Source: an optimization exercise on an open RTL-to-GDS flow (aim: small area). Production flows keep margins and buffers that such runs may drop. Function was checked by simulation only, so behaviour that the tests miss may differ from the original.

**design/flow/flow/run.sh**
```bash
#!/bin/bash
# The standard layout, with each port buffered by the smallest buffer
# (sky130_fd_sc_hd__buf_1) instead of the default clkdlybuf4s50_1.
set -euo pipefail
export BUFFER_PORTS_ARGS="-buffer_cell sky130_fd_sc_hd__buf_1"
bash standard.sh finish > flow_standard.log 2>&1
```
**design/flow/standard.sh**
```bash
#!/bin/bash
# synth_recipe.tcl (not shown) runs the flow's synth.tcl, then flattens the netlist and writes it again
# the make line also repeats each setting of config.mk as NAME=value (left out here)
make -C /OpenROAD-flow-scripts/flow DESIGN_CONFIG=/design/flow/config.mk WORK_HOME=/design/flow/orfs CLKGATE_MAP_FILE= SYNTH_SCRIPT=/design/flow/synth_recipe.tcl "${@:-finish}"
```
**design/flow/config.mk**
```make
export PLATFORM = sky130hd
export DESIGN_NAME = pp_core
export DESIGN_NICKNAME = pp_core
export VERILOG_FILES = /design/flow/design.v
export SDC_FILE = /design/flow/constraint.sdc
export NUM_CORES = 4
export LEC_CHECK = 0
export CAP_MARGIN = 0
export CORE_MARGIN = 2
export CORE_UTILIZATION = 40
export CTS_CLUSTER_DIAMETER = 80
export CTS_CLUSTER_SIZE = 24
export PLACE_DENSITY = 0.6
export SLEW_MARGIN = 0
export SYNTH_HIERARCHICAL = 1
```
**design/flow/constraint.sdc**
```tcl
create_clock -name core_clock -period 12.0 [get_ports {clk}]
set_input_delay 2.4000 -clock core_clock [delete_from_list [all_inputs] [get_ports {clk}]]
set_output_delay 2.4000 -clock core_clock [all_outputs]
set_load 0.01 [all_outputs]
```
**design/flow/design.v**
```verilog
module pp_core (
    input  wire         clk,
    input  wire         rst,
    input  wire         cmd_valid,
    output wire         cmd_ready,
    input  wire [3:0]   cmd_code,
    input  wire [271:0] cmd_arg,
    output reg          rsp_valid,
    output reg  [1:0]   rsp_status,
    output wire [65:0]  rsp_data,
    output reg          tx_open_req,
    input  wire         tx_open_ack,
    input  wire         tx_open_ok,
    output reg          tx_wr_valid,
    output wire [31:0]  tx_wr_data,
    input  wire         tx_done,
    input  wire         tx_fail,
    output reg          tx_close,
    output wire [1:0]   phase,
    output wire [2:0]   err,
    output wire [1:0]   dstate
);
    localparam C_PARH   = 4'h1, C_PAR32 = 4'h2, C_ENCW  = 4'h3, C_TOBYTES = 4'h4,
               C_COUNT  = 4'h5, C_CMASK = 4'h6, C_PACKH = 4'h7, C_PACKB   = 4'h8,
               C_ENCPAT = 4'h9, C_LOAD  = 4'hA, C_START = 4'hB, C_LEN     = 4'hC,
               C_GET    = 4'hD, C_TICK  = 4'hE, C_STOP  = 4'hF;
    localparam PH_BUILD = 2'd0, PH_PLAY = 2'd1, PH_STOPPED = 2'd2, PH_HALT = 2'd3;
    localparam ST_OK = 2'd0, ST_REFUSED = 2'd1, ST_ERROR = 2'd2;
    localparam E_NONE = 3'd0, E_CONFIG = 3'd1, E_OPEN = 3'd2, E_WRITE = 3'd3, E_INDEX = 3'd4;
    reg  [511:0] cat;
    reg  [6:0]  cat_len;
    reg  [5:0]  cursor;
    reg  [1:0]  cnt_hi;               
    reg  [1:0]  cnt_lo;               
    reg  [1:0]  phase_r;
    reg  [2:0]  err_r;
    reg         stop_req;
    reg         wr_hdr;               
    reg         wr_body;              
    reg         open_wait;            
    reg  [31:0] rw;                   
    reg  [7:0]  rc;                   
    reg         f_low;                
    reg         f_ent;                
    reg         f_tick;               
    assign phase  = phase_r;
    assign err    = err_r;
    assign dstate = cnt_hi;
    wire busy = wr_hdr | wr_body;
    assign cmd_ready = !rst && !open_wait && (!busy || cmd_code == C_STOP);
    wire   accept    = cmd_valid && cmd_ready;
    wire [31:0] w = cmd_arg[31:0];
    wire        p_lo = ^w[15:0];
    wire        p_hi = ^w[31:16];
    wire        p_w  = p_lo ^ p_hi;
    wire [8:0]  count;
    pp_popcnt u_pop (.s(cmd_arg[255:0]), .c(count));
    wire [3:0]  code_eff = busy ? C_TICK : cmd_code;
    wire        sel_cur = code_eff[3] & code_eff[2] & code_eff[1];
    wire        sel_pp  = code_eff[0] & ~code_eff[2];
    wire [15:0] pm = sel_cur ? {10'd0, cursor} : sel_pp ? cmd_arg[271:256] : cmd_arg[15:0];
    wire [2:0]  m3oh;
    wire        id_par;
    pp_mod3 u_m3 (.p(pm), .oh(m3oh), .par8(id_par));
    wire [8:0]  mask = {{3{m3oh[2]}}, {3{m3oh[1]}}, {3{m3oh[0]}}};
    wire [31:0] body = {pm[7:0], mask, 14'd0, ~id_par};
    wire [7:0]  slot_d = {1'b0, cat_len} + {2'b11, ~pm[5:0]};
    wire [5:0]  slot = slot_d[5:0];
    wire [7:0]  rd;
    pp_rdmux u_rd (.d(cat), .a(slot), .q(rd));
    wire        get_bad = slot_d[7] | (|cmd_arg[15:6]);
    wire [1:0]  cnt_lo_nx = (cnt_lo == 2'd2) ? 2'd0 : cnt_lo + 2'd1;
    wire [1:0]  cnt_hi_nx = (cnt_lo != 2'd2) ? cnt_hi : (cnt_hi == 2'd2) ? 2'd0 : cnt_hi + 2'd1;
    wire [5:0]  cursor_nx = (slot == 6'd0) ? 6'd0 : cursor + 6'd1;
    reg [31:0] rw_nx;
    always @* begin
        case (code_eff)
            C_PARH:    rw_nx = {30'd0, p_hi, p_lo};
            C_PAR32:   rw_nx = {31'd0, p_w};
            C_ENCW:    rw_nx = {w[31:1], w[0] ^ p_w};
            C_TOBYTES: rw_nx = w;
            C_COUNT:   rw_nx = {23'd0, count};
            C_CMASK:   rw_nx = {23'd0, mask};
            C_PACKH:   rw_nx = {4'hF, cmd_arg[7:0], 20'h42000};
            C_PACKB:   rw_nx = {cmd_arg[7:0], cmd_arg[16:8], 15'd0};
            C_LOAD:    rw_nx = {25'd0, cat_len[6] ? 7'd1 : cat_len};
            C_START:   rw_nx = {29'd0, E_CONFIG};
            C_LEN:     rw_nx = {25'd0, cat_len};
            C_GET:     rw_nx = get_bad ? {29'd0, E_INDEX} : body;
            default:   rw_nx = body;              
        endcase
    end
    wire [31:0] hdr = {4'hF, rc, 20'h42000} | {31'd0, ^rc};
    wire [31:0] tbody = rw & 32'hFFFF8001;
    assign rsp_data = ({66{f_low}}  & {34'd0, rw})
                    | ({66{f_ent}}  & {2'd0, hdr, 32'd0})
                    | ({66{f_tick}} & {hdr, tbody, cnt_hi});
    assign tx_wr_data = wr_body ? tbody : hdr;
    always @(posedge clk) begin
        rw <= open_wait ? {29'd0, E_OPEN} : rw_nx;
        rc <= code_eff[2] ? rd : count[7:0];
    end
    always @(posedge clk) begin
        f_low  <= 1'b0;
        f_ent  <= 1'b0;
        f_tick <= 1'b0;
        if (open_wait) begin
            f_low <= !tx_open_ok;
        end else if (accept) begin
            case (cmd_code)
                C_PARH, C_PAR32, C_ENCW, C_TOBYTES, C_COUNT, C_CMASK, C_PACKH, C_PACKB, C_LEN:
                    f_low <= 1'b1;
                C_ENCPAT: begin
                    f_low <= 1'b1;
                    f_ent <= 1'b1;
                end
                C_LOAD:  f_low <= phase_r == PH_BUILD;
                C_START: f_low <= phase_r == PH_BUILD && cat_len == 7'd0;
                C_GET: begin
                    f_low <= 1'b1;
                    f_ent <= !get_bad;
                end
                C_TICK:  f_tick <= phase_r == PH_PLAY && !stop_req;
                default: ;
            endcase
        end
    end
    always @(posedge clk) begin
        rsp_status <= ST_OK;
        if (rst) begin
            cat_len     <= 7'd0;
            cursor      <= 6'd0;
            cnt_hi      <= 2'd0;
            cnt_lo      <= 2'd0;
            phase_r     <= PH_BUILD;
            err_r       <= E_NONE;
            stop_req    <= 1'b0;
            wr_hdr      <= 1'b0;
            wr_body     <= 1'b0;
            open_wait   <= 1'b0;
            rsp_valid   <= 1'b0;
            tx_open_req <= 1'b0;
            tx_wr_valid <= 1'b0;
            tx_close    <= 1'b0;
        end else begin
            rsp_valid   <= 1'b0;
            tx_open_req <= 1'b0;
            tx_wr_valid <= 1'b0;
            tx_close    <= 1'b0;
            if (open_wait) begin
                if (tx_open_ack) begin
                    open_wait <= 1'b0;
                    rsp_valid <= 1'b1;
                    if (tx_open_ok) begin
                        cursor     <= 6'd0;
                        cnt_hi     <= 2'd0;
                        cnt_lo     <= 2'd0;
                        phase_r    <= PH_PLAY;
                        rsp_status <= ST_OK;
                    end else begin
                        if (err_r == E_NONE) err_r <= E_OPEN;
                        phase_r    <= PH_HALT;
                        rsp_status <= ST_ERROR;
                    end
                end
            end else if (busy) begin
                if (tx_done) begin
                    wr_hdr  <= 1'b0;
                    wr_body <= 1'b0;
                    if (wr_body) cursor <= cursor_nx;
                    if (tx_fail) begin
                        if (err_r == E_NONE) err_r <= E_WRITE;
                        tx_close <= 1'b1;           
                        phase_r  <= PH_HALT;
                    end else if (wr_hdr) begin
                        tx_wr_valid <= 1'b1;
                        wr_body     <= 1'b1;
                    end
                end
            end
            if (accept) begin
                rsp_valid  <= 1'b1;
                rsp_status <= ST_OK;
                case (cmd_code)
                    C_LOAD: begin
                        if (phase_r != PH_BUILD) begin
                            rsp_status <= ST_REFUSED;
                        end else if (cat_len[6]) begin
                            if (err_r == E_NONE) err_r <= E_CONFIG;
                            phase_r    <= PH_HALT;
                            rsp_status <= ST_ERROR;
                        end else begin
                            cat_len <= cat_len + 7'd1;
                        end
                    end
                    C_START: begin
                        if (phase_r != PH_BUILD) begin
                            rsp_status <= ST_REFUSED;
                        end else if (cat_len == 7'd0) begin
                            if (err_r == E_NONE) err_r <= E_CONFIG;
                            phase_r    <= PH_HALT;
                            rsp_status <= ST_ERROR;
                        end else begin
                            rsp_valid   <= 1'b0;
                            tx_open_req <= 1'b1;
                            open_wait   <= 1'b1;
                        end
                    end
                    C_GET: begin
                        if (get_bad) begin
                            if (err_r == E_NONE) err_r <= E_INDEX;
                            if (phase_r == PH_PLAY) tx_close <= 1'b1;
                            phase_r    <= PH_HALT;
                            rsp_status <= ST_ERROR;
                        end
                    end
                    C_TICK: begin
                        if (phase_r != PH_PLAY) begin
                            rsp_status <= ST_REFUSED;
                        end else if (stop_req) begin
                            tx_close <= 1'b1;
                            phase_r  <= PH_STOPPED;
                        end else begin
                            cnt_hi      <= cnt_hi_nx;
                            cnt_lo      <= cnt_lo_nx;
                            tx_wr_valid <= 1'b1;
                            wr_hdr      <= 1'b1;
                        end
                    end
                    C_STOP:    stop_req <= 1'b1;
                    4'h0:      rsp_status <= ST_REFUSED;    
                    default: ;
                endcase
            end
        end
    end
    always @(posedge clk) begin
        if (!rst && accept && cmd_code == C_LOAD && phase_r == PH_BUILD && !cat_len[6])
            cat <= {cat[503:0], count[7:0]};
    end
endmodule
module pp_rdmux (input wire [511:0] d, input wire [5:0] a, output wire [7:0] q);
    wire [7:0] col = 8'd1 << a[2:0];
    wire [7:0] row = 8'd1 << a[5:3];
    genvar h, b, l;
    generate
        for (b = 0; b < 8; b = b + 1) begin : g_bit
            wire [7:0] grp;
            for (h = 0; h < 8; h = h + 1) begin : g_grp
                wire [7:0] dd;
                for (l = 0; l < 8; l = l + 1) begin : g_l
                    assign dd[l] = d[64*h + 8*l + b];
                end
                pp_ao8 u_g (.d(dd), .s(col), .q(grp[h]));
            end
            pp_ao8 u_r (.d(grp), .s(row), .q(q[b]));
        end
    endgenerate
endmodule
module pp_ao8 (input wire [7:0] d, input wire [7:0] s, output wire q);
    wire n0, n1;
    pp_aoi222 u0 (.a(d[2:0]), .s(s[2:0]), .y(n0));
    pp_aoi222 u1 (.a(d[5:3]), .s(s[5:3]), .y(n1));
    assign q = ~(n0 & n1) | (d[6] & s[6]) | (d[7] & s[7]);
endmodule
module pp_aoi222 (input wire [2:0] a, input wire [2:0] s, output wire y);
    assign y = ~((a[0] & s[0]) | (a[1] & s[1]) | (a[2] & s[2]));
endmodule
module pp_mod3 (input wire [15:0] p, output wire [2:0] oh, output wire par8);
    wire s1a, c1a, s1b, c1b, s2a, c2a, s2b, c2b;
    pp_fa f0 (.a(p[0]),  .b(p[2]),  .c(p[4]),  .s(s1a), .co(c1a));
    pp_fa f1 (.a(p[8]),  .b(p[10]), .c(p[12]), .s(s1b), .co(c1b));
    pp_fa f2 (.a(p[1]),  .b(p[3]),  .c(p[5]),  .s(s2a), .co(c2a));
    pp_fa f3 (.a(p[9]),  .b(p[11]), .c(p[13]), .s(s2b), .co(c2b));
    assign par8 = s1a ^ s2a ^ p[6] ^ p[7];
    wire x1, y1, x2, y2, z1, t1, z2, t2;
    pp_fa f4 (.a(s1a), .b(s1b), .c(p[6]), .s(x1), .co(y1));
    pp_fa f5 (.a(p[14]), .b(c2a), .c(c2b), .s(x2), .co(y2));
    pp_fa f6 (.a(c1a), .b(c1b), .c(s2a), .s(z1), .co(t1));
    pp_fa f7 (.a(s2b), .b(p[7]), .c(p[15]), .s(z2), .co(t2));
    wire u1, v1, u2, v2;
    pp_fa f8 (.a(x1), .b(x2), .c(t1), .s(u1), .co(v1));
    pp_fa f9 (.a(y1), .b(y2), .c(z1), .s(u2), .co(v2));
    wire a, b, c, d;
    pp_fa f10 (.a(u1), .b(t2), .c(v2), .s(a), .co(b));
    pp_fa f11 (.a(v1), .b(u2), .c(z2), .s(c), .co(d));
    wire e, f, g, h;
    pp_ha h0 (.a(a), .b(d), .s(e), .co(f));
    pp_fa f12 (.a(b), .b(c), .c(f), .s(g), .co(h));
    assign oh[0] = (~e & ~h & ~g) | ((e ^ h) & g);
    assign oh[1] = ((e ^ h) & ~g) | (e & h & g);
    assign oh[2] = (e & h & ~g) | (~e & ~h & g);
endmodule
module pp_popcnt (input wire [255:0] s, output wire [8:0] c);
  wire n257, n258;
  pp_fa un257 (.a(s[0]), .b(s[1]), .c(s[2]), .s(n257), .co(n258));
  wire n259, n260;
  pp_fa un259 (.a(s[3]), .b(s[4]), .c(s[5]), .s(n259), .co(n260));
  wire n261, n262;
  pp_fa un261 (.a(s[6]), .b(s[7]), .c(s[8]), .s(n261), .co(n262));
  wire n263, n264;
  pp_fa un263 (.a(s[9]), .b(s[10]), .c(s[11]), .s(n263), .co(n264));
  wire n265, n266;
  pp_fa un265 (.a(s[12]), .b(s[13]), .c(s[14]), .s(n265), .co(n266));
  wire n267, n268;
  pp_fa un267 (.a(s[15]), .b(s[16]), .c(s[17]), .s(n267), .co(n268));
  wire n269, n270;
  pp_fa un269 (.a(s[18]), .b(s[19]), .c(s[20]), .s(n269), .co(n270));
  wire n271, n272;
  pp_fa un271 (.a(s[21]), .b(s[22]), .c(s[23]), .s(n271), .co(n272));
  wire n273, n274;
  pp_fa un273 (.a(s[24]), .b(s[25]), .c(s[26]), .s(n273), .co(n274));
  wire n275, n276;
  pp_fa un275 (.a(s[27]), .b(s[28]), .c(s[29]), .s(n275), .co(n276));
  wire n277, n278;
  pp_fa un277 (.a(s[30]), .b(s[31]), .c(s[32]), .s(n277), .co(n278));
  wire n279, n280;
  pp_fa un279 (.a(s[33]), .b(s[34]), .c(s[35]), .s(n279), .co(n280));
  wire n281, n282;
  pp_fa un281 (.a(s[36]), .b(s[37]), .c(s[38]), .s(n281), .co(n282));
  wire n283, n284;
  pp_fa un283 (.a(s[39]), .b(s[40]), .c(s[41]), .s(n283), .co(n284));
  wire n285, n286;
  pp_fa un285 (.a(s[42]), .b(s[43]), .c(s[44]), .s(n285), .co(n286));
  wire n287, n288;
  pp_fa un287 (.a(s[45]), .b(s[46]), .c(s[47]), .s(n287), .co(n288));
  wire n289, n290;
  pp_fa un289 (.a(s[48]), .b(s[49]), .c(s[50]), .s(n289), .co(n290));
  wire n291, n292;
  pp_fa un291 (.a(s[51]), .b(s[52]), .c(s[53]), .s(n291), .co(n292));
  wire n293, n294;
  pp_fa un293 (.a(s[54]), .b(s[55]), .c(s[56]), .s(n293), .co(n294));
  wire n295, n296;
  pp_fa un295 (.a(s[57]), .b(s[58]), .c(s[59]), .s(n295), .co(n296));
  wire n297, n298;
  pp_fa un297 (.a(s[60]), .b(s[61]), .c(s[62]), .s(n297), .co(n298));
  wire n299, n300;
  pp_fa un299 (.a(s[63]), .b(s[64]), .c(s[65]), .s(n299), .co(n300));
  wire n301, n302;
  pp_fa un301 (.a(s[66]), .b(s[67]), .c(s[68]), .s(n301), .co(n302));
  wire n303, n304;
  pp_fa un303 (.a(s[69]), .b(s[70]), .c(s[71]), .s(n303), .co(n304));
  wire n305, n306;
  pp_fa un305 (.a(s[72]), .b(s[73]), .c(s[74]), .s(n305), .co(n306));
  wire n307, n308;
  pp_fa un307 (.a(s[75]), .b(s[76]), .c(s[77]), .s(n307), .co(n308));
  wire n309, n310;
  pp_fa un309 (.a(s[78]), .b(s[79]), .c(s[80]), .s(n309), .co(n310));
  wire n311, n312;
  pp_fa un311 (.a(s[81]), .b(s[82]), .c(s[83]), .s(n311), .co(n312));
  wire n313, n314;
  pp_fa un313 (.a(s[84]), .b(s[85]), .c(s[86]), .s(n313), .co(n314));
  wire n315, n316;
  pp_fa un315 (.a(s[87]), .b(s[88]), .c(s[89]), .s(n315), .co(n316));
  wire n317, n318;
  pp_fa un317 (.a(s[90]), .b(s[91]), .c(s[92]), .s(n317), .co(n318));
  wire n319, n320;
  pp_fa un319 (.a(s[93]), .b(s[94]), .c(s[95]), .s(n319), .co(n320));
  wire n321, n322;
  pp_fa un321 (.a(s[96]), .b(s[97]), .c(s[98]), .s(n321), .co(n322));
  wire n323, n324;
  pp_fa un323 (.a(s[99]), .b(s[100]), .c(s[101]), .s(n323), .co(n324));
  wire n325, n326;
  pp_fa un325 (.a(s[102]), .b(s[103]), .c(s[104]), .s(n325), .co(n326));
  wire n327, n328;
  pp_fa un327 (.a(s[105]), .b(s[106]), .c(s[107]), .s(n327), .co(n328));
  wire n329, n330;
  pp_fa un329 (.a(s[108]), .b(s[109]), .c(s[110]), .s(n329), .co(n330));
  wire n331, n332;
  pp_fa un331 (.a(s[111]), .b(s[112]), .c(s[113]), .s(n331), .co(n332));
  wire n333, n334;
  pp_fa un333 (.a(s[114]), .b(s[115]), .c(s[116]), .s(n333), .co(n334));
  wire n335, n336;
  pp_fa un335 (.a(s[117]), .b(s[118]), .c(s[119]), .s(n335), .co(n336));
  wire n337, n338;
  pp_fa un337 (.a(s[120]), .b(s[121]), .c(s[122]), .s(n337), .co(n338));
  wire n339, n340;
  pp_fa un339 (.a(s[123]), .b(s[124]), .c(s[125]), .s(n339), .co(n340));
  wire n341, n342;
  pp_fa un341 (.a(s[126]), .b(s[127]), .c(s[128]), .s(n341), .co(n342));
  wire n343, n344;
  pp_fa un343 (.a(s[129]), .b(s[130]), .c(s[131]), .s(n343), .co(n344));
  wire n345, n346;
  pp_fa un345 (.a(s[132]), .b(s[133]), .c(s[134]), .s(n345), .co(n346));
  wire n347, n348;
  pp_fa un347 (.a(s[135]), .b(s[136]), .c(s[137]), .s(n347), .co(n348));
  wire n349, n350;
  pp_fa un349 (.a(s[138]), .b(s[139]), .c(s[140]), .s(n349), .co(n350));
  wire n351, n352;
  pp_fa un351 (.a(s[141]), .b(s[142]), .c(s[143]), .s(n351), .co(n352));
  wire n353, n354;
  pp_fa un353 (.a(s[144]), .b(s[145]), .c(s[146]), .s(n353), .co(n354));
  wire n355, n356;
  pp_fa un355 (.a(s[147]), .b(s[148]), .c(s[149]), .s(n355), .co(n356));
  wire n357, n358;
  pp_fa un357 (.a(s[150]), .b(s[151]), .c(s[152]), .s(n357), .co(n358));
  wire n359, n360;
  pp_fa un359 (.a(s[153]), .b(s[154]), .c(s[155]), .s(n359), .co(n360));
  wire n361, n362;
  pp_fa un361 (.a(s[156]), .b(s[157]), .c(s[158]), .s(n361), .co(n362));
  wire n363, n364;
  pp_fa un363 (.a(s[159]), .b(s[160]), .c(s[161]), .s(n363), .co(n364));
  wire n365, n366;
  pp_fa un365 (.a(s[162]), .b(s[163]), .c(s[164]), .s(n365), .co(n366));
  wire n367, n368;
  pp_fa un367 (.a(s[165]), .b(s[166]), .c(s[167]), .s(n367), .co(n368));
  wire n369, n370;
  pp_fa un369 (.a(s[168]), .b(s[169]), .c(s[170]), .s(n369), .co(n370));
  wire n371, n372;
  pp_fa un371 (.a(s[171]), .b(s[172]), .c(s[173]), .s(n371), .co(n372));
  wire n373, n374;
  pp_fa un373 (.a(s[174]), .b(s[175]), .c(s[176]), .s(n373), .co(n374));
  wire n375, n376;
  pp_fa un375 (.a(s[177]), .b(s[178]), .c(s[179]), .s(n375), .co(n376));
  wire n377, n378;
  pp_fa un377 (.a(s[180]), .b(s[181]), .c(s[182]), .s(n377), .co(n378));
  wire n379, n380;
  pp_fa un379 (.a(s[183]), .b(s[184]), .c(s[185]), .s(n379), .co(n380));
  wire n381, n382;
  pp_fa un381 (.a(s[186]), .b(s[187]), .c(s[188]), .s(n381), .co(n382));
  wire n383, n384;
  pp_fa un383 (.a(s[189]), .b(s[190]), .c(s[191]), .s(n383), .co(n384));
  wire n385, n386;
  pp_fa un385 (.a(s[192]), .b(s[193]), .c(s[194]), .s(n385), .co(n386));
  wire n387, n388;
  pp_fa un387 (.a(s[195]), .b(s[196]), .c(s[197]), .s(n387), .co(n388));
  wire n389, n390;
  pp_fa un389 (.a(s[198]), .b(s[199]), .c(s[200]), .s(n389), .co(n390));
  wire n391, n392;
  pp_fa un391 (.a(s[201]), .b(s[202]), .c(s[203]), .s(n391), .co(n392));
  wire n393, n394;
  pp_fa un393 (.a(s[204]), .b(s[205]), .c(s[206]), .s(n393), .co(n394));
  wire n395, n396;
  pp_fa un395 (.a(s[207]), .b(s[208]), .c(s[209]), .s(n395), .co(n396));
  wire n397, n398;
  pp_fa un397 (.a(s[210]), .b(s[211]), .c(s[212]), .s(n397), .co(n398));
  wire n399, n400;
  pp_fa un399 (.a(s[213]), .b(s[214]), .c(s[215]), .s(n399), .co(n400));
  wire n401, n402;
  pp_fa un401 (.a(s[216]), .b(s[217]), .c(s[218]), .s(n401), .co(n402));
  wire n403, n404;
  pp_fa un403 (.a(s[219]), .b(s[220]), .c(s[221]), .s(n403), .co(n404));
  wire n405, n406;
  pp_fa un405 (.a(s[222]), .b(s[223]), .c(s[224]), .s(n405), .co(n406));
  wire n407, n408;
  pp_fa un407 (.a(s[225]), .b(s[226]), .c(s[227]), .s(n407), .co(n408));
  wire n409, n410;
  pp_fa un409 (.a(s[228]), .b(s[229]), .c(s[230]), .s(n409), .co(n410));
  wire n411, n412;
  pp_fa un411 (.a(s[231]), .b(s[232]), .c(s[233]), .s(n411), .co(n412));
  wire n413, n414;
  pp_fa un413 (.a(s[234]), .b(s[235]), .c(s[236]), .s(n413), .co(n414));
  wire n415, n416;
  pp_fa un415 (.a(s[237]), .b(s[238]), .c(s[239]), .s(n415), .co(n416));
  wire n417, n418;
  pp_fa un417 (.a(s[240]), .b(s[241]), .c(s[242]), .s(n417), .co(n418));
  wire n419, n420;
  pp_fa un419 (.a(s[243]), .b(s[244]), .c(s[245]), .s(n419), .co(n420));
  wire n421, n422;
  pp_fa un421 (.a(s[246]), .b(s[247]), .c(s[248]), .s(n421), .co(n422));
  wire n423, n424;
  pp_fa un423 (.a(s[249]), .b(s[250]), .c(s[251]), .s(n423), .co(n424));
  wire n425, n426;
  pp_fa un425 (.a(s[252]), .b(s[253]), .c(s[254]), .s(n425), .co(n426));
  wire n427, n428;
  pp_fa un427 (.a(s[255]), .b(n257), .c(n259), .s(n427), .co(n428));
  wire n429, n430;
  pp_fa un429 (.a(n261), .b(n263), .c(n265), .s(n429), .co(n430));
  wire n431, n432;
  pp_fa un431 (.a(n267), .b(n269), .c(n271), .s(n431), .co(n432));
  wire n433, n434;
  pp_fa un433 (.a(n273), .b(n275), .c(n277), .s(n433), .co(n434));
  wire n435, n436;
  pp_fa un435 (.a(n279), .b(n281), .c(n283), .s(n435), .co(n436));
  wire n437, n438;
  pp_fa un437 (.a(n285), .b(n287), .c(n289), .s(n437), .co(n438));
  wire n439, n440;
  pp_fa un439 (.a(n291), .b(n293), .c(n295), .s(n439), .co(n440));
  wire n441, n442;
  pp_fa un441 (.a(n297), .b(n299), .c(n301), .s(n441), .co(n442));
  wire n443, n444;
  pp_fa un443 (.a(n303), .b(n305), .c(n307), .s(n443), .co(n444));
  wire n445, n446;
  pp_fa un445 (.a(n309), .b(n311), .c(n313), .s(n445), .co(n446));
  wire n447, n448;
  pp_fa un447 (.a(n315), .b(n317), .c(n319), .s(n447), .co(n448));
  wire n449, n450;
  pp_fa un449 (.a(n321), .b(n323), .c(n325), .s(n449), .co(n450));
  wire n451, n452;
  pp_fa un451 (.a(n327), .b(n329), .c(n331), .s(n451), .co(n452));
  wire n453, n454;
  pp_fa un453 (.a(n333), .b(n335), .c(n337), .s(n453), .co(n454));
  wire n455, n456;
  pp_fa un455 (.a(n339), .b(n341), .c(n343), .s(n455), .co(n456));
  wire n457, n458;
  pp_fa un457 (.a(n345), .b(n347), .c(n349), .s(n457), .co(n458));
  wire n459, n460;
  pp_fa un459 (.a(n351), .b(n353), .c(n355), .s(n459), .co(n460));
  wire n461, n462;
  pp_fa un461 (.a(n357), .b(n359), .c(n361), .s(n461), .co(n462));
  wire n463, n464;
  pp_fa un463 (.a(n363), .b(n365), .c(n367), .s(n463), .co(n464));
  wire n465, n466;
  pp_fa un465 (.a(n369), .b(n371), .c(n373), .s(n465), .co(n466));
  wire n467, n468;
  pp_fa un467 (.a(n375), .b(n377), .c(n379), .s(n467), .co(n468));
  wire n469, n470;
  pp_fa un469 (.a(n381), .b(n383), .c(n385), .s(n469), .co(n470));
  wire n471, n472;
  pp_fa un471 (.a(n387), .b(n389), .c(n391), .s(n471), .co(n472));
  wire n473, n474;
  pp_fa un473 (.a(n393), .b(n395), .c(n397), .s(n473), .co(n474));
  wire n475, n476;
  pp_fa un475 (.a(n399), .b(n401), .c(n403), .s(n475), .co(n476));
  wire n477, n478;
  pp_fa un477 (.a(n405), .b(n407), .c(n409), .s(n477), .co(n478));
  wire n479, n480;
  pp_fa un479 (.a(n411), .b(n413), .c(n415), .s(n479), .co(n480));
  wire n481, n482;
  pp_fa un481 (.a(n417), .b(n419), .c(n421), .s(n481), .co(n482));
  wire n483, n484;
  pp_fa un483 (.a(n423), .b(n425), .c(n427), .s(n483), .co(n484));
  wire n485, n486;
  pp_fa un485 (.a(n429), .b(n431), .c(n433), .s(n485), .co(n486));
  wire n487, n488;
  pp_fa un487 (.a(n435), .b(n437), .c(n439), .s(n487), .co(n488));
  wire n489, n490;
  pp_fa un489 (.a(n441), .b(n443), .c(n445), .s(n489), .co(n490));
  wire n491, n492;
  pp_fa un491 (.a(n447), .b(n449), .c(n451), .s(n491), .co(n492));
  wire n493, n494;
  pp_fa un493 (.a(n453), .b(n455), .c(n457), .s(n493), .co(n494));
  wire n495, n496;
  pp_fa un495 (.a(n459), .b(n461), .c(n463), .s(n495), .co(n496));
  wire n497, n498;
  pp_fa un497 (.a(n465), .b(n467), .c(n469), .s(n497), .co(n498));
  wire n499, n500;
  pp_fa un499 (.a(n471), .b(n473), .c(n475), .s(n499), .co(n500));
  wire n501, n502;
  pp_fa un501 (.a(n477), .b(n479), .c(n481), .s(n501), .co(n502));
  wire n503, n504;
  pp_fa un503 (.a(n483), .b(n485), .c(n487), .s(n503), .co(n504));
  wire n505, n506;
  pp_fa un505 (.a(n489), .b(n491), .c(n493), .s(n505), .co(n506));
  wire n507, n508;
  pp_fa un507 (.a(n495), .b(n497), .c(n499), .s(n507), .co(n508));
  wire n509, n510;
  pp_fa un509 (.a(n501), .b(n503), .c(n505), .s(n509), .co(n510));
  wire n511, n512;
  pp_ha un511 (.a(n507), .b(n509), .s(n511), .co(n512));
  wire n513, n514;
  pp_fa un513 (.a(n258), .b(n260), .c(n262), .s(n513), .co(n514));
  wire n515, n516;
  pp_fa un515 (.a(n264), .b(n266), .c(n268), .s(n515), .co(n516));
  wire n517, n518;
  pp_fa un517 (.a(n270), .b(n272), .c(n274), .s(n517), .co(n518));
  wire n519, n520;
  pp_fa un519 (.a(n276), .b(n278), .c(n280), .s(n519), .co(n520));
  wire n521, n522;
  pp_fa un521 (.a(n282), .b(n284), .c(n286), .s(n521), .co(n522));
  wire n523, n524;
  pp_fa un523 (.a(n288), .b(n290), .c(n292), .s(n523), .co(n524));
  wire n525, n526;
  pp_fa un525 (.a(n294), .b(n296), .c(n298), .s(n525), .co(n526));
  wire n527, n528;
  pp_fa un527 (.a(n300), .b(n302), .c(n304), .s(n527), .co(n528));
  wire n529, n530;
  pp_fa un529 (.a(n306), .b(n308), .c(n310), .s(n529), .co(n530));
  wire n531, n532;
  pp_fa un531 (.a(n312), .b(n314), .c(n316), .s(n531), .co(n532));
  wire n533, n534;
  pp_fa un533 (.a(n318), .b(n320), .c(n322), .s(n533), .co(n534));
  wire n535, n536;
  pp_fa un535 (.a(n324), .b(n326), .c(n328), .s(n535), .co(n536));
  wire n537, n538;
  pp_fa un537 (.a(n330), .b(n332), .c(n334), .s(n537), .co(n538));
  wire n539, n540;
  pp_fa un539 (.a(n336), .b(n338), .c(n340), .s(n539), .co(n540));
  wire n541, n542;
  pp_fa un541 (.a(n342), .b(n344), .c(n346), .s(n541), .co(n542));
  wire n543, n544;
  pp_fa un543 (.a(n348), .b(n350), .c(n352), .s(n543), .co(n544));
  wire n545, n546;
  pp_fa un545 (.a(n354), .b(n356), .c(n358), .s(n545), .co(n546));
  wire n547, n548;
  pp_fa un547 (.a(n360), .b(n362), .c(n364), .s(n547), .co(n548));
  wire n549, n550;
  pp_fa un549 (.a(n366), .b(n368), .c(n370), .s(n549), .co(n550));
  wire n551, n552;
  pp_fa un551 (.a(n372), .b(n374), .c(n376), .s(n551), .co(n552));
  wire n553, n554;
  pp_fa un553 (.a(n378), .b(n380), .c(n382), .s(n553), .co(n554));
  wire n555, n556;
  pp_fa un555 (.a(n384), .b(n386), .c(n388), .s(n555), .co(n556));
  wire n557, n558;
  pp_fa un557 (.a(n390), .b(n392), .c(n394), .s(n557), .co(n558));
  wire n559, n560;
  pp_fa un559 (.a(n396), .b(n398), .c(n400), .s(n559), .co(n560));
  wire n561, n562;
  pp_fa un561 (.a(n402), .b(n404), .c(n406), .s(n561), .co(n562));
  wire n563, n564;
  pp_fa un563 (.a(n408), .b(n410), .c(n412), .s(n563), .co(n564));
  wire n565, n566;
  pp_fa un565 (.a(n414), .b(n416), .c(n418), .s(n565), .co(n566));
  wire n567, n568;
  pp_fa un567 (.a(n420), .b(n422), .c(n424), .s(n567), .co(n568));
  wire n569, n570;
  pp_fa un569 (.a(n426), .b(n428), .c(n430), .s(n569), .co(n570));
  wire n571, n572;
  pp_fa un571 (.a(n432), .b(n434), .c(n436), .s(n571), .co(n572));
  wire n573, n574;
  pp_fa un573 (.a(n438), .b(n440), .c(n442), .s(n573), .co(n574));
  wire n575, n576;
  pp_fa un575 (.a(n444), .b(n446), .c(n448), .s(n575), .co(n576));
  wire n577, n578;
  pp_fa un577 (.a(n450), .b(n452), .c(n454), .s(n577), .co(n578));
  wire n579, n580;
  pp_fa un579 (.a(n456), .b(n458), .c(n460), .s(n579), .co(n580));
  wire n581, n582;
  pp_fa un581 (.a(n462), .b(n464), .c(n466), .s(n581), .co(n582));
  wire n583, n584;
  pp_fa un583 (.a(n468), .b(n470), .c(n472), .s(n583), .co(n584));
  wire n585, n586;
  pp_fa un585 (.a(n474), .b(n476), .c(n478), .s(n585), .co(n586));
  wire n587, n588;
  pp_fa un587 (.a(n480), .b(n482), .c(n513), .s(n587), .co(n588));
  wire n589, n590;
  pp_fa un589 (.a(n515), .b(n517), .c(n519), .s(n589), .co(n590));
  wire n591, n592;
  pp_fa un591 (.a(n521), .b(n523), .c(n525), .s(n591), .co(n592));
  wire n593, n594;
  pp_fa un593 (.a(n527), .b(n529), .c(n531), .s(n593), .co(n594));
  wire n595, n596;
  pp_fa un595 (.a(n533), .b(n535), .c(n537), .s(n595), .co(n596));
  wire n597, n598;
  pp_fa un597 (.a(n539), .b(n541), .c(n543), .s(n597), .co(n598));
  wire n599, n600;
  pp_fa un599 (.a(n545), .b(n547), .c(n549), .s(n599), .co(n600));
  wire n601, n602;
  pp_fa un601 (.a(n551), .b(n553), .c(n555), .s(n601), .co(n602));
  wire n603, n604;
  pp_fa un603 (.a(n557), .b(n559), .c(n561), .s(n603), .co(n604));
  wire n605, n606;
  pp_fa un605 (.a(n563), .b(n565), .c(n567), .s(n605), .co(n606));
  wire n607, n608;
  pp_fa un607 (.a(n484), .b(n486), .c(n488), .s(n607), .co(n608));
  wire n609, n610;
  pp_fa un609 (.a(n490), .b(n492), .c(n494), .s(n609), .co(n610));
  wire n611, n612;
  pp_fa un611 (.a(n496), .b(n498), .c(n500), .s(n611), .co(n612));
  wire n613, n614;
  pp_fa un613 (.a(n502), .b(n569), .c(n571), .s(n613), .co(n614));
  wire n615, n616;
  pp_fa un615 (.a(n573), .b(n575), .c(n577), .s(n615), .co(n616));
  wire n617, n618;
  pp_fa un617 (.a(n579), .b(n581), .c(n583), .s(n617), .co(n618));
  wire n619, n620;
  pp_fa un619 (.a(n585), .b(n587), .c(n589), .s(n619), .co(n620));
  wire n621, n622;
  pp_fa un621 (.a(n591), .b(n593), .c(n595), .s(n621), .co(n622));
  wire n623, n624;
  pp_fa un623 (.a(n597), .b(n599), .c(n601), .s(n623), .co(n624));
  wire n625, n626;
  pp_fa un625 (.a(n603), .b(n605), .c(n607), .s(n625), .co(n626));
  wire n627, n628;
  pp_fa un627 (.a(n609), .b(n611), .c(n613), .s(n627), .co(n628));
  wire n629, n630;
  pp_fa un629 (.a(n615), .b(n617), .c(n619), .s(n629), .co(n630));
  wire n631, n632;
  pp_fa un631 (.a(n621), .b(n623), .c(n504), .s(n631), .co(n632));
  wire n633, n634;
  pp_fa un633 (.a(n506), .b(n508), .c(n510), .s(n633), .co(n634));
  wire n635, n636;
  pp_fa un635 (.a(n625), .b(n627), .c(n629), .s(n635), .co(n636));
  wire n637, n638;
  pp_fa un637 (.a(n631), .b(n512), .c(n633), .s(n637), .co(n638));
  wire n639, n640;
  pp_ha un639 (.a(n635), .b(n637), .s(n639), .co(n640));
  wire n641, n642;
  pp_fa un641 (.a(n514), .b(n516), .c(n518), .s(n641), .co(n642));
  wire n643, n644;
  pp_fa un643 (.a(n520), .b(n522), .c(n524), .s(n643), .co(n644));
  wire n645, n646;
  pp_fa un645 (.a(n526), .b(n528), .c(n530), .s(n645), .co(n646));
  wire n647, n648;
  pp_fa un647 (.a(n532), .b(n534), .c(n536), .s(n647), .co(n648));
  wire n649, n650;
  pp_fa un649 (.a(n538), .b(n540), .c(n542), .s(n649), .co(n650));
  wire n651, n652;
  pp_fa un651 (.a(n544), .b(n546), .c(n548), .s(n651), .co(n652));
  wire n653, n654;
  pp_fa un653 (.a(n550), .b(n552), .c(n554), .s(n653), .co(n654));
  wire n655, n656;
  pp_fa un655 (.a(n556), .b(n558), .c(n560), .s(n655), .co(n656));
  wire n657, n658;
  pp_fa un657 (.a(n562), .b(n564), .c(n566), .s(n657), .co(n658));
  wire n659, n660;
  pp_fa un659 (.a(n568), .b(n570), .c(n572), .s(n659), .co(n660));
  wire n661, n662;
  pp_fa un661 (.a(n574), .b(n576), .c(n578), .s(n661), .co(n662));
  wire n663, n664;
  pp_fa un663 (.a(n580), .b(n582), .c(n584), .s(n663), .co(n664));
  wire n665, n666;
  pp_fa un665 (.a(n586), .b(n588), .c(n590), .s(n665), .co(n666));
  wire n667, n668;
  pp_fa un667 (.a(n592), .b(n594), .c(n596), .s(n667), .co(n668));
  wire n669, n670;
  pp_fa un669 (.a(n598), .b(n600), .c(n602), .s(n669), .co(n670));
  wire n671, n672;
  pp_fa un671 (.a(n604), .b(n606), .c(n641), .s(n671), .co(n672));
  wire n673, n674;
  pp_fa un673 (.a(n643), .b(n645), .c(n647), .s(n673), .co(n674));
  wire n675, n676;
  pp_fa un675 (.a(n649), .b(n651), .c(n653), .s(n675), .co(n676));
  wire n677, n678;
  pp_fa un677 (.a(n655), .b(n657), .c(n659), .s(n677), .co(n678));
  wire n679, n680;
  pp_fa un679 (.a(n661), .b(n663), .c(n665), .s(n679), .co(n680));
  wire n681, n682;
  pp_fa un681 (.a(n667), .b(n669), .c(n671), .s(n681), .co(n682));
  wire n683, n684;
  pp_fa un683 (.a(n673), .b(n675), .c(n608), .s(n683), .co(n684));
  wire n685, n686;
  pp_fa un685 (.a(n610), .b(n612), .c(n614), .s(n685), .co(n686));
  wire n687, n688;
  pp_fa un687 (.a(n616), .b(n618), .c(n620), .s(n687), .co(n688));
  wire n689, n690;
  pp_fa un689 (.a(n622), .b(n624), .c(n626), .s(n689), .co(n690));
  wire n691, n692;
  pp_fa un691 (.a(n628), .b(n630), .c(n677), .s(n691), .co(n692));
  wire n693, n694;
  pp_fa un693 (.a(n679), .b(n681), .c(n632), .s(n693), .co(n694));
  wire n695, n696;
  pp_fa un695 (.a(n683), .b(n685), .c(n687), .s(n695), .co(n696));
  wire n697, n698;
  pp_fa un697 (.a(n634), .b(n636), .c(n689), .s(n697), .co(n698));
  wire n699, n700;
  pp_fa un699 (.a(n691), .b(n693), .c(n695), .s(n699), .co(n700));
  wire n701, n702;
  pp_fa un701 (.a(n638), .b(n697), .c(n699), .s(n701), .co(n702));
  wire n703, n704;
  pp_ha un703 (.a(n640), .b(n701), .s(n703), .co(n704));
  wire n705, n706;
  pp_fa un705 (.a(n642), .b(n644), .c(n646), .s(n705), .co(n706));
  wire n707, n708;
  pp_fa un707 (.a(n648), .b(n650), .c(n652), .s(n707), .co(n708));
  wire n709, n710;
  pp_fa un709 (.a(n654), .b(n656), .c(n658), .s(n709), .co(n710));
  wire n711, n712;
  pp_fa un711 (.a(n705), .b(n707), .c(n709), .s(n711), .co(n712));
  wire n713, n714;
  pp_fa un713 (.a(n660), .b(n662), .c(n664), .s(n713), .co(n714));
  wire n715, n716;
  pp_fa un715 (.a(n666), .b(n668), .c(n670), .s(n715), .co(n716));
  wire n717, n718;
  pp_fa un717 (.a(n672), .b(n674), .c(n676), .s(n717), .co(n718));
  wire n719, n720;
  pp_fa un719 (.a(n678), .b(n680), .c(n682), .s(n719), .co(n720));
  wire n721, n722;
  pp_fa un721 (.a(n711), .b(n713), .c(n715), .s(n721), .co(n722));
  wire n723, n724;
  pp_fa un723 (.a(n717), .b(n684), .c(n686), .s(n723), .co(n724));
  wire n725, n726;
  pp_fa un725 (.a(n688), .b(n690), .c(n692), .s(n725), .co(n726));
  wire n727, n728;
  pp_fa un727 (.a(n719), .b(n721), .c(n694), .s(n727), .co(n728));
  wire n729, n730;
  pp_fa un729 (.a(n696), .b(n723), .c(n698), .s(n729), .co(n730));
  wire n731, n732;
  pp_fa un731 (.a(n725), .b(n700), .c(n727), .s(n731), .co(n732));
  wire n733, n734;
  pp_fa un733 (.a(n729), .b(n702), .c(n731), .s(n733), .co(n734));
  wire n735, n736;
  pp_ha un735 (.a(n704), .b(n733), .s(n735), .co(n736));
  wire n737, n738;
  pp_fa un737 (.a(n706), .b(n708), .c(n710), .s(n737), .co(n738));
  wire n739, n740;
  pp_fa un739 (.a(n712), .b(n737), .c(n714), .s(n739), .co(n740));
  wire n741, n742;
  pp_fa un741 (.a(n716), .b(n718), .c(n720), .s(n741), .co(n742));
  wire n743, n744;
  pp_fa un743 (.a(n722), .b(n724), .c(n739), .s(n743), .co(n744));
  wire n745, n746;
  pp_fa un745 (.a(n726), .b(n741), .c(n728), .s(n745), .co(n746));
  wire n747, n748;
  pp_fa un747 (.a(n743), .b(n730), .c(n732), .s(n747), .co(n748));
  wire n749, n750;
  pp_fa un749 (.a(n745), .b(n734), .c(n747), .s(n749), .co(n750));
  wire n751, n752;
  pp_ha un751 (.a(n736), .b(n749), .s(n751), .co(n752));
  wire n753, n754;
  pp_fa un753 (.a(n738), .b(n740), .c(n742), .s(n753), .co(n754));
  wire n755, n756;
  pp_fa un755 (.a(n744), .b(n753), .c(n746), .s(n755), .co(n756));
  wire n757, n758;
  pp_fa un757 (.a(n748), .b(n755), .c(n750), .s(n757), .co(n758));
  wire n759, n760;
  pp_ha un759 (.a(n752), .b(n757), .s(n759), .co(n760));
  wire n761, n762;
  pp_fa un761 (.a(n754), .b(n756), .c(n758), .s(n761), .co(n762));
  wire n763, n764;
  pp_ha un763 (.a(n760), .b(n761), .s(n763), .co(n764));
  wire n765, n766;
  pp_ha un765 (.a(n762), .b(n764), .s(n765), .co(n766));
  assign c[0] = n511;
  assign c[1] = n639;
  assign c[2] = n703;
  assign c[3] = n735;
  assign c[4] = n751;
  assign c[5] = n759;
  assign c[6] = n763;
  assign c[7] = n765;
  assign c[8] = n766;
endmodule
module pp_fa (input wire a, input wire b, input wire c, output wire s, output wire co);
  assign s  = a ^ b ^ c;
  assign co = ~((~a & ~b) | (~a & ~c) | (~b & ~c));
endmodule
module pp_ha (input wire a, input wire b, output wire s, output wire co);
  assign s  = a ^ b;
  assign co = a & b;
endmodule
```
==> results of run 1 <==
## worst max path at each step
| stage | endpoint | from | cells after the start | slack (ns) |
|---|---|---|---|---|
| finish | rw[7] | cmd_arg[1] | 17 | 3.34 |
| global route | rw[6] | cmd_arg[1] | 16 | 3.14 |
| CTS | rw[7] | cmd_arg[1] | 17 | 3.33 |
| detailed placement | rw[7] | cmd_arg[1] | 17 | 2.67 |
| global placement | rw[7] | cmd_arg[27] | 17 | 2.70 |
| floorplan | cat[0] | cmd_code[0] | 5 | 0.68 |
## cell type report
type / count / area share
Sequential cell: 587 / 0.527
Multi-Input combinational cell: 1097 / 0.352
Timing Repair Buffer: 404 / 0.0525
Tap cell: 950 / 0.0371
Clock buffer: 33 / 0.0238
Inverter: 37 / 0.00446
Clock inverter: 8 / 0.00332
## metrics by stage
stage / utilization / setup WS, ns / cell area (sq um) / hold WS (ns)
finish: 0.450 / 3.34 / 32000 / 0.432
global route: 0.450 / 3.14 / 32000 / 0.446
CTS: 0.450 / 3.33 / 32000 / 0.433
detailed placement: 0.438 / 2.67 / 31100 / 0.433
global placement: 0.438 / 2.70 / 31100 / 0.431
floorplan: - / 0.681 / 28700 / 0.426
## modules after synthesis, one instance, submodules excluded
module / cells inside / times used
pp_core: 1184 / 1
pp_rdmux: 16 / 1
pp_mod3: 10 / 1
pp_popcnt: 9 / 1
pp_fa: 1 / 260
pp_ao8: 2 / 72
pp_ha: 1 / 9
pp_aoi222: 1 / 144
## flip-flops by register name, summed over array words and instances, names as in the netlist
signal,cells
wr_body,1
tx_close,1
rw,32
f_tick,1
phase_r,2
cnt_hi,2
f_ent,1
rc,8
stop_req,1
cnt_lo,2
cursor,6
rsp_status,2
f_low,1
tx_wr_valid,1
rsp_valid,1
cat_len,7
cat,512
open_wait,1
wr_hdr,1
err_r,3
tx_open_req,1
## kinds of logic (layout without fill, tap and decap cells)
group,Yosys count,after routing,share of synthesized area
XOR/XNOR,51,51,0.0156
other,1,27,0.000131
AO/OA/AOI/OAI,386,386,0.112
adder cells (fa/ha/maj),284,284,0.192
buffers and inverters,118,482,0.0213
flip-flops,587,587,0.590
AND/OR/NAND/NOR,325,325,0.0592
multiplexers,24,24,0.00932
## layer usage
metal / global-route usage / up-vias / wire (microns)
met5: 0 / - / 24
met2: 0.339 / 879 / 37300
met3: 0.0304 / 137 / 5680
met1: 0.281 / 9196 / 31300
li1: - / 7756 / -
met4: 0.0726 / 4 / 3010
## cells in the final DEF (no fill, tap or decap), types with 22 or more instances in the layout
cell | Yosys | layout
a22oi_1 | 82 | 82
buf_4 | 42 | 35
inv_1 | 37 | 36
a22o_1 | 26 | 26
ha_1 | 22 | 22
nor2_1 | 40 | 40
clkbuf_16 | 0 | 30
conb_1 | 1 | 27
buf_1 | 2 | 367
a21oi_1 | 40 | 39
xnor2_1 | 43 | 43
a222oi_1 | 152 | 152
dfxtp_1 | 75 | 75
fa_1 | 260 | 260
edfxtp_1 | 512 | 512
and2_1 | 27 | 27
nand2_1 | 74 | 74
nand3_1 | 91 | 91
## worst max-delay path, cell delays in order
cell     delay (ns)
buf_1          0.40
fa_1           0.56
fa_1           0.49
fa_1           0.40
fa_1           0.57
fa_1           0.44
fa_1           0.48
fa_1           0.43
fa_1           0.49
fa_1           0.46
fa_1           0.41
fa_1           0.38
fa_1           0.45
ha_1           0.20
ha_1           0.30
a22oi_1        0.16
a21oi_1        0.09
==> impl_metrics.env, run 1 <==
export IMPL_drc=0
export IMPL_relSlewSlack=0.226
export IMPL_drt_initial_drc_count=2199
export IMPL_multi_input_area_sq_um=11300
export IMPL_tns_ns=0
export IMPL_path_class="in -> reg"
export IMPL_yosysMostFrequentCell="edfxtp_1"
export IMPL_crit_fanout=6
export IMPL_setup_viol=0
export IMPL_period_share=0.721
export IMPL_antenna_found_initial=4
export IMPL_synth_largest_area_cell="edfxtp_1"
export IMPL_portBuffers=367
export IMPL_synth_area_leaders="edfxtp_1, fa_1, a222oi_1, dfxtp_1, a22oi_1"
export IMPL_synthTopCellsByCount="edfxtp_1, fa_1, a222oi_1"
export IMPL_yosys_most_used_dff="edfxtp_1"
export IMPL_grt_pass1_vias=19100
export IMPL_final_layout_size_suffix_gt1_frac=0.0577
export IMPL_grt_pass1_wl_mm=116
export IMPL_avgSynthCellArea_sq_um=16.1
export IMPL_drt_vias_per_instance=5.77
export IMPL_path_clk_slew_ns=0.10
export IMPL_rr_worst_depth=19
export IMPL_clock_sinks=587
export IMPL_status="no timing/DRC/antenna violations"
export IMPL_h_tree_depth=1
export IMPL_cts_root_buffer="clkbuf_16"
export IMPL_grt_max_degree=218
export IMPL_max_cap_violations=0
export IMPL_worstMarginPinSlew_ns=1.16
export IMPL_post_cts_resized=0
export IMPL_start_kind="input pin"
export IMPL_cp_end_kind="flip-flop"
export IMPL_area_sequential_sq_um=16900
export IMPL_hold_path_startpoint="cat[93]"
export IMPL_start_util=0.402
export IMPL_r2r_slack_ns=5.05
export IMPL_insertion_delay_ns=0.64
export IMPL_gr_usage_all_layers=0.206
export IMPL_syn_to_final_growth_pct=11.9
export IMPL_rsz0062_at_grt="no"
export IMPL_rows=98
export IMPL_cts_setup_buffers=0
export IMPL_yosys_warnings=7
export IMPL_fillers=6484
export IMPL_wire_per_inst_microns=24.8
export IMPL_drt_pass1_iter_count=8
export IMPL_hold_viol=0
export IMPL_clock_skew_ns=0.0396
export IMPL_min_path_cells=0
export IMPL_hold_end="cat[101]"
export IMPL_maxSlewViolCount=0
export IMPL_syn_area_sq_um=28600
export IMPL_antenna_diode_count=0
export IMPL_cts_buffers=30
export IMPL_fin_nets=2722
export IMPL_netlist_area_leader_share=0.537
export IMPL_synth_cell_types=69
export IMPL_regToRegStartpoint="wr_body"
export IMPL_dieArea_sq_um=73700
export IMPL_hold_path_class="reg -> reg"
export IMPL_clockBufferDepth=3
export IMPL_yosys_register_bits=587
export IMPL_r2r_end="rw[0]"
export IMPL_arrival_ns=9.13
export IMPL_ant_nets=0
export IMPL_gp_congestion=0.952
export IMPL_dr_total_vias=18000
export IMPL_fp_dieW_microns=271
export IMPL_async_flop_share=0
export IMPL_period_minus_slack_ns=8.66
export IMPL_pin_count=395
export IMPL_fp_dieH_microns=271
export IMPL_wl_mm=77.3
export IMPL_max_freq_mhz=116
export IMPL_finalNonFillerCells=3116
export IMPL_hpwl_mm=53.7
export IMPL_dp_cells=3075
export IMPL_ys_seq_area_frac=0.590
export IMPL_core_region_area_sq_um=71100
export IMPL_crit_required_ns=12.47
export IMPL_cts_tree="done"
export IMPL_synthCells=1776
export IMPL_grt_overflow=0
export IMPL_synth_edff_count=512
export IMPL_holdBufCountCts=0
==> run 2: changes to the inputs <==
--- a/design/flow/config.mk
+++ b/design/flow/config.mk
@@ -8,8 +8,9 @@
 export CAP_MARGIN = 0
 export CORE_MARGIN = 2
 export CORE_UTILIZATION = 40
-export CTS_CLUSTER_DIAMETER = 80
-export CTS_CLUSTER_SIZE = 24
+export CTS_BUF_LIST = sky130_fd_sc_hd__clkbuf_8
+export CTS_CLUSTER_DIAMETER = 60
+export CTS_CLUSTER_SIZE = 16
 export PLACE_DENSITY = 0.6
 export SLEW_MARGIN = 0
 export SYNTH_HIERARCHICAL = 1
==> run 2 against run 1 <==
First-iteration DRC count up 0.95%. Register-to-register slack got worse by 0.05 ns. Maximum frequency is 0.33% higher. Synthesized cell count stayed put. Hold slack better by 0.0018 ns. Clock skew up 0.0074 ns. Highest routed layer unchanged. Worst setup slack better by 0.029 ns. Non-clock buffer count stayed put.
==> impl_metrics.env, run 2 <==
export IMPL_cts_buffers=49
export IMPL_drc=0
export IMPL_hold_viol=0
export IMPL_finalNonFillerCells=3149
export IMPL_relSlewSlack=0.227
export IMPL_mostFrequentLayoutCells="edfxtp_1, buf_1, fa_1"
export IMPL_r2r_slack_ns=5.00
export IMPL_synth_largest_area_cell="edfxtp_1"
export IMPL_cts_tree="done"
export IMPL_largest_registers="cat: 512 flops, rw: 32 flops, rc: 8 flops"
export IMPL_drt_initial_drc_count=2220
export IMPL_syn_to_final_growth_pct=12.3
export IMPL_grt_pass1_vias=19400
export IMPL_max_cap_violations=0
export IMPL_ant_nets=0
export IMPL_yosys_warnings=7
export IMPL_drt_pass1_iter_count=10
export IMPL_arrival_ns=9.13
export IMPL_hold_path_class="reg -> reg"
export IMPL_rows=98
export IMPL_synth_edff_count=512
export IMPL_async_flop_share=0
export IMPL_gr_usage_all_layers=0.209
export IMPL_period_minus_slack_ns=8.63
export IMPL_fin_util=0.452
export IMPL_portBuffers=367
export IMPL_start_kind="input pin"
export IMPL_clock_sinks=587
export IMPL_pin_count=395
export IMPL_tns_ns=0
export IMPL_largest_reg_flops=512
export IMPL_wire_per_inst_microns=24.8
export IMPL_synth_cell_types=69
export IMPL_hpwl_mm=53.7
export IMPL_fillers=6493
export IMPL_dp_cells=3075
export IMPL_clockBufferDepth=3
export IMPL_fp_dieW_microns=271
export IMPL_ys_seq_area_frac=0.590
export IMPL_yosys_most_used_dff="edfxtp_1"
export IMPL_cts_root_buffer="clkbuf_8"
export IMPL_path_class="in -> reg"
export IMPL_yosys_register_bits=587
export IMPL_synthTopCellsByCount="edfxtp_1, fa_1, a222oi_1"
export IMPL_final_common_cell="edfxtp_1"
export IMPL_h_tree_depth=2
export IMPL_avgSynthCellArea_sq_um=16.1
export IMPL_cp_end_kind="flip-flop"
export IMPL_max_freq_mhz=116
export IMPL_path_clk_slew_ns=0.10
export IMPL_wl_mm=78.1
export IMPL_setup_viol=0
export IMPL_worstMarginPinSlew_ns=1.16
export IMPL_fin_ws_ns=3.37
export IMPL_grt_max_degree=218
export IMPL_grt_pass1_wl_mm=117
export IMPL_path_cells="buf_1 -> fa_1 -> fa_1 -> fa_1 -> fa_1 -> fa_1 -> fa_1 -> fa_1 -> fa_1 -> fa_1 -> fa_1 -> fa_1 -> fa_1 -> ha_1 -> ha_1 -> a22oi_1 -> a21oi_1"
export IMPL_regMostFlops="cat"
export IMPL_post_cts_resized=0
export IMPL_synth_area_leaders="edfxtp_1, fa_1, a222oi_1, dfxtp_1, a22oi_1"
export IMPL_slowest_stage="fa_1"
export IMPL_clock_skew_ns=0.0471
export IMPL_pre_cts_ws_ns=2.67
export IMPL_netlist_area_leader_share=0.537
export IMPL_critPathMaxStageDelay_ns=0.56
export IMPL_grt_overflow=0
export IMPL_crit_fanout=6
export IMPL_cts_setup_buffers=0
export IMPL_synthCells=1776
export IMPL_start_util=0.402
export IMPL_dieArea_sq_um=73700
export IMPL_fin_nets=2741
export IMPL_antenna_found_initial=5
export IMPL_period_share=0.719
export IMPL_insertion_delay_ns=0.68
export IMPL_syn_area_sq_um=28600
export IMPL_core_region_area_sq_um=71100
export IMPL_maxSlewViolCount=0
export IMPL_drt_vias_per_instance=5.76
export IMPL_status="no timing/DRC/antenna violations"
export IMPL_holdBufCountCts=0
export IMPL_yosysMostFrequentCell="edfxtp_1"
export IMPL_crit_path_frequent_cell="fa_1"
export IMPL_gp_congestion=0.952
export IMPL_final_layout_size_suffix_gt1_frac=0.0696
export IMPL_fp_dieH_microns=271
export IMPL_dr_total_vias=18200
export IMPL_rsz0062_at_grt="no"
export IMPL_crit_required_ns=12.50
run 2: cell count changes in the layout (fill, tap and decap cells not counted), moves of 2 or more:
cell	change
clkinvlp_4	-2
clkbuf_16	-30
clkbuf_1	-3
clkinv_8	+2
inv_8	+2
clkinv_4	+2
clkbuf_8	+49
bufinv_16	+4
diode_2	+2
inv_1	+5
run 2: per-stage QoR:
step                area [sq um]  hold slack, ns
floorplan                  28700           0.426
global placement           31100           0.431
detailed placement         31100           0.433
CTS                        32100           0.422
global route               32100           0.446
finish                     32100           0.434
run 2: final timing paths:
kind	depth (start not counted)	startpoint	end
worst max-delay path	17	cmd_arg[1]	rw[7]
worst min-delay path	0	cat[145]	cat[153]
worst max register to register	19	wr_body	rw[0]
worst min register to register	0	cat[145]	cat[153]
run 2: kinds of logic (layout without fill, tap and decap cells):
logic type / Yosys count / after routing / synth area share
fa+ha+maj: 284 / 284 / 0.192
simple gates: 325 / 325 / 0.0592
flops: 587 / 587 / 0.590
buf+inv: 118 / 513 / 0.0213
compound gates: 386 / 386 / 0.112
mux: 24 / 24 / 0.00932
xor+xnor: 51 / 51 / 0.0156
other cells: 1 / 29 / 0.000131
run 2: cell type report:
class	count	area (sq um)	area share
tap	950	1190	0.0370
multi-input combinational	1097	11300	0.351
antenna	2	5.00	0.000156
timing repair buffer	404	1680	0.0523
inverter	37	143	0.00444
sequential	587	16900	0.525
clock inverter	23	290	0.00904
clock buffer	49	674	0.0210
run 2: worst max-delay path, delay by kind of cell:
kind	cells	cell delay, ns
adders and majority gates	14	6.06
buffers and inverters	1	0.40
AOI/OAI and AO/OA	2	0.25
run 2: Yosys stat by module, one instance, submodules excluded:
module	times used	flops+latches
pp_ha	9	0
pp_ao8	72	0
pp_rdmux	1	0
pp_fa	260	0
pp_aoi222	144	0
pp_mod3	1	0
pp_core	1	587
pp_popcnt	1	0
run 2: layer usage:
layer	share of wire	global-route usage	wire [microns]
met1	0.40	0.279	31200
met4	0.039	0.0831	3070
met2	0.48	0.340	37700
met3	0.078	0.0369	6080
met5	0.00017	0	13
==> run 3: changes to the inputs <==
--- a/design/flow/config.mk
+++ b/design/flow/config.mk
@@ -8,9 +8,8 @@
 export CAP_MARGIN = 0
 export CORE_MARGIN = 2
 export CORE_UTILIZATION = 40
-export CTS_BUF_LIST = sky130_fd_sc_hd__clkbuf_8
-export CTS_CLUSTER_DIAMETER = 60
-export CTS_CLUSTER_SIZE = 16
+export CTS_CLUSTER_DIAMETER = 70
+export CTS_CLUSTER_SIZE = 28
 export PLACE_DENSITY = 0.6
 export SLEW_MARGIN = 0
 export SYNTH_HIERARCHICAL = 1
==> run 3 against run 2 <==
Global-route usage shrank 0.080 points. Sequential share of layout area shrank 0.43 points. Clock-buffer cell count shrank 11. Area after synthesis is the same. First-iteration DRC count grew 5.6%. Worst setup slack lost 0.091 ns. Critical path type unchanged. Critical endpoint is now rc[7].
==> impl_metrics.env, run 3 <==
export IMPL_rsz0062_at_grt="no"
export IMPL_min_path_cells=0
export IMPL_regMostFlops="cat"
export IMPL_fp_dieH_microns=271
export IMPL_ys_seq_area_frac=0.590
export IMPL_cts_root_buffer="clkbuf_16"
export IMPL_grt_pass1_vias=19200
export IMPL_cp_end_kind="flip-flop"
export IMPL_start_util=0.402
export IMPL_dieArea_sq_um=73700
export IMPL_portBuffers=367
export IMPL_clock_sinks=587
export IMPL_drt_pass1_iter_count=8
export IMPL_grt_overflow=0
export IMPL_wire_per_inst_microns=24.8
export IMPL_syn_to_final_growth_pct=13.2
export IMPL_clockBufferDepth=3
export IMPL_crit_required_ns=12.46
export IMPL_area_sequential_sq_um=16900
export IMPL_maxSlewViolCount=0
export IMPL_path_class="in -> reg"
export IMPL_yosysMostFrequentCell="edfxtp_1"
export IMPL_netlist_area_leader_share=0.537
export IMPL_synth_cell_types=69
export IMPL_fp_dieW_microns=271
export IMPL_h_tree_depth=2
export IMPL_largest_registers="cat: 512 flops, rw: 32 flops, rc: 8 flops"
export IMPL_setup_viol=0
export IMPL_synthCells=1776
export IMPL_hpwl_mm=53.7
export IMPL_clock_skew_ns=0.0394
export IMPL_arrival_ns=9.18
export IMPL_relSlewSlack=0.151
export IMPL_worstMarginPinSlew_ns=1.27
export IMPL_avgSynthCellArea_sq_um=16.1
export IMPL_gr_usage_all_layers=0.208
export IMPL_tns_ns=0
export IMPL_antenna_diode_count=0
export IMPL_synthTopCellsByCount="edfxtp_1, fa_1, a222oi_1"
export IMPL_insertion_delay_ns=0.60
export IMPL_fillers=6453
export IMPL_largest_reg_flops=512
export IMPL_pin_count=395
export IMPL_whs_ns=0.439
export IMPL_synth_area_leaders="edfxtp_1, fa_1, a222oi_1, dfxtp_1, a22oi_1"
export IMPL_ant_nets=0
export IMPL_final_common_cell="edfxtp_1"
export IMPL_drt_initial_drc_count=2345
export IMPL_rows=98
export IMPL_hold_viol=0
export IMPL_synth_largest_area_cell="edfxtp_1"
export IMPL_hold_path_class="reg -> reg"
export IMPL_core_region_area_sq_um=71100
export IMPL_period_share=0.727
export IMPL_max_cap_violations=0
export IMPL_syn_area_sq_um=28600
export IMPL_yosys_warnings=7
export IMPL_fin_util=0.455
export IMPL_post_cts_resized=0
export IMPL_path_clk_slew_ns=0.10
export IMPL_fin_ws_ns=3.28
export IMPL_pre_cts_ws_ns=2.67
export IMPL_fin_nets=2726
export IMPL_cts_tree="done"
export IMPL_antenna_found_initial=4
export IMPL_drt_vias_per_instance=5.73
export IMPL_gp_congestion=0.952
export IMPL_yosys_register_bits=587
export IMPL_dr_total_vias=18000
export IMPL_grt_pass1_wl_mm=117
export IMPL_async_flop_share=0
export IMPL_cts_setup_buffers=0
export IMPL_wl_mm=77.7
export IMPL_holdBufCountCts=0
export IMPL_max_freq_mhz=115
export IMPL_final_layout_size_suffix_gt1_frac=0.0650
export IMPL_multi_input_area_sq_um=11300
export IMPL_grt_max_degree=218
export IMPL_cts_buffers=34
export IMPL_period_minus_slack_ns=8.72
export IMPL_start_kind="input pin"
export IMPL_status="no timing/DRC/antenna violations"
export IMPL_synth_edff_count=512
export IMPL_mostFrequentLayoutCells="edfxtp_1, buf_1, fa_1"
export IMPL_drc=0
export IMPL_crit_fanout=6
export IMPL_yosys_most_used_dff="edfxtp_1"
export IMPL_rr_worst_depth=19
run 3: changes by cell type in the layout (fill, tap and decap cells not counted), moves of 2 or more:
cell        delta
clkbuf_8      -49
clkbuf_16     +35
inv_1          -5
clkbuf_1       +3
clkinvlp_4     +3
inv_16         +3
clkinv_16      +2
clkinv_4       -2
diode_2        -2
inv_8          -2
run 3: cell families (layout without fill, tap and decap cells):
logic type	Yosys count	count (layout)	synth area share
compound gates	386	386	0.112
xor+xnor	51	51	0.0156
fa+ha+maj	284	284	0.192
buf+inv	118	499	0.0213
flops	587	587	0.590
mux	24	24	0.00932
other cells	1	27	0.000131
simple gates	325	325	0.0592
run 3: critical path: stages:
cell and delay, ns:
buf_1 0.42, fa_1 0.57, fa_1 0.49, fa_1 0.40, fa_1 0.57, fa_1 0.44
fa_1 0.48, fa_1 0.43, fa_1 0.49, fa_1 0.46, fa_1 0.41, fa_1 0.38
fa_1 0.45, ha_1 0.20, ha_1 0.30, mux2_2 0.27
run 3: per-module statistics from Yosys (local to each module, per instance):
module / cells inside / cell area, sq um / flip-flops and latches
pp_core: 1184 / 20700 / 587
pp_ao8: 2 / 12.5 / 0
pp_aoi222: 1 / 10.0 / 0
pp_fa: 1 / 20.0 / 0
pp_ha: 1 / 12.5 / 0
pp_rdmux: 16 / 130 / 0
pp_mod3: 10 / 92.6 / 0
pp_popcnt: 9 / 67.6 / 0
run 3: layout make-up:
type / count / share of cell area
clock buffers: 38 / 0.0274
clock inverters: 20 / 0.0107
repair buffers: 404 / 0.0519
inverters: 37 / 0.00440
well taps: 950 / 0.0367
flip-flops and latches: 587 / 0.521
multi-input cells: 1097 / 0.348
run 3: stage by stage:
stage / instance area, sq um / instances
6_report: 32400 / 3133
5_1_grt: 32400 / 3133
4_1_cts: 32400 / 3133
3_5_place_dp: 31100 / 3075
3_3_place_gp: 31100 / 3075
2_1_floorplan: 28700 / 1802
run 3: routing by layer:
layer / up-vias / routed length (microns) / track usage
met5: - / 27 / 0
met4: 4 / 2810 / 0.0788
met3: 119 / 5540 / 0.0337
met2: 810 / 37800 / 0.342
met1: 9248 / 31500 / 0.280
li1: 7783 / - / -
run 3: worst paths after layout:
kind,startpoint,to,slack [ns]
setup / recovery,cmd_arg[1],rc[7],3.28
hold / removal,cat[145],cat[153],0.44
setup reg to reg,wr_body,rw[0],4.96
hold reg to reg,cat[145],cat[153],0.44

-- re-timing with driven ports --
The results above use ideal ports. As a check the final layouts listed here were re-extracted and re-timed, cells and wires unchanged. Step 1, drivers: a clkbuf_16 drives clk and a buf_2 each remaining input, both assumed. Step 2 also shifts input and output timing later by t, the mid clock arrival at the registers, as if the neighbouring blocks saw the same clock. Slacks: ideal / step 1 / step 2; pairs: ideal / step 1.
| run | t (ns) | setup slack, ns | hold slack, ns | worst setup path at the end | worst register clock-pin slew, ns |
|---|---|---|---|---|---|
| run 1 | 0.682 | 3.342 / 3.363 / 2.681 | 0.432 / 0.432 / 0.432 | input to register | 0.10 / 0.10 |
| run 2 | 0.711 | 3.371 / 3.390 / 2.679 | 0.434 / 0.434 / 0.434 | input to register | 0.11 / 0.11 |
| run 3 | 0.637 | 3.280 / 3.295 / 2.658 | 0.439 / 0.439 / 0.439 | input to register | 0.11 / 0.11 |
After both steps every run listed still meets setup and hold. The setup slack of run 2, which loses most, moves by +0.019 ns with the drivers and by -0.692 ns with both steps.
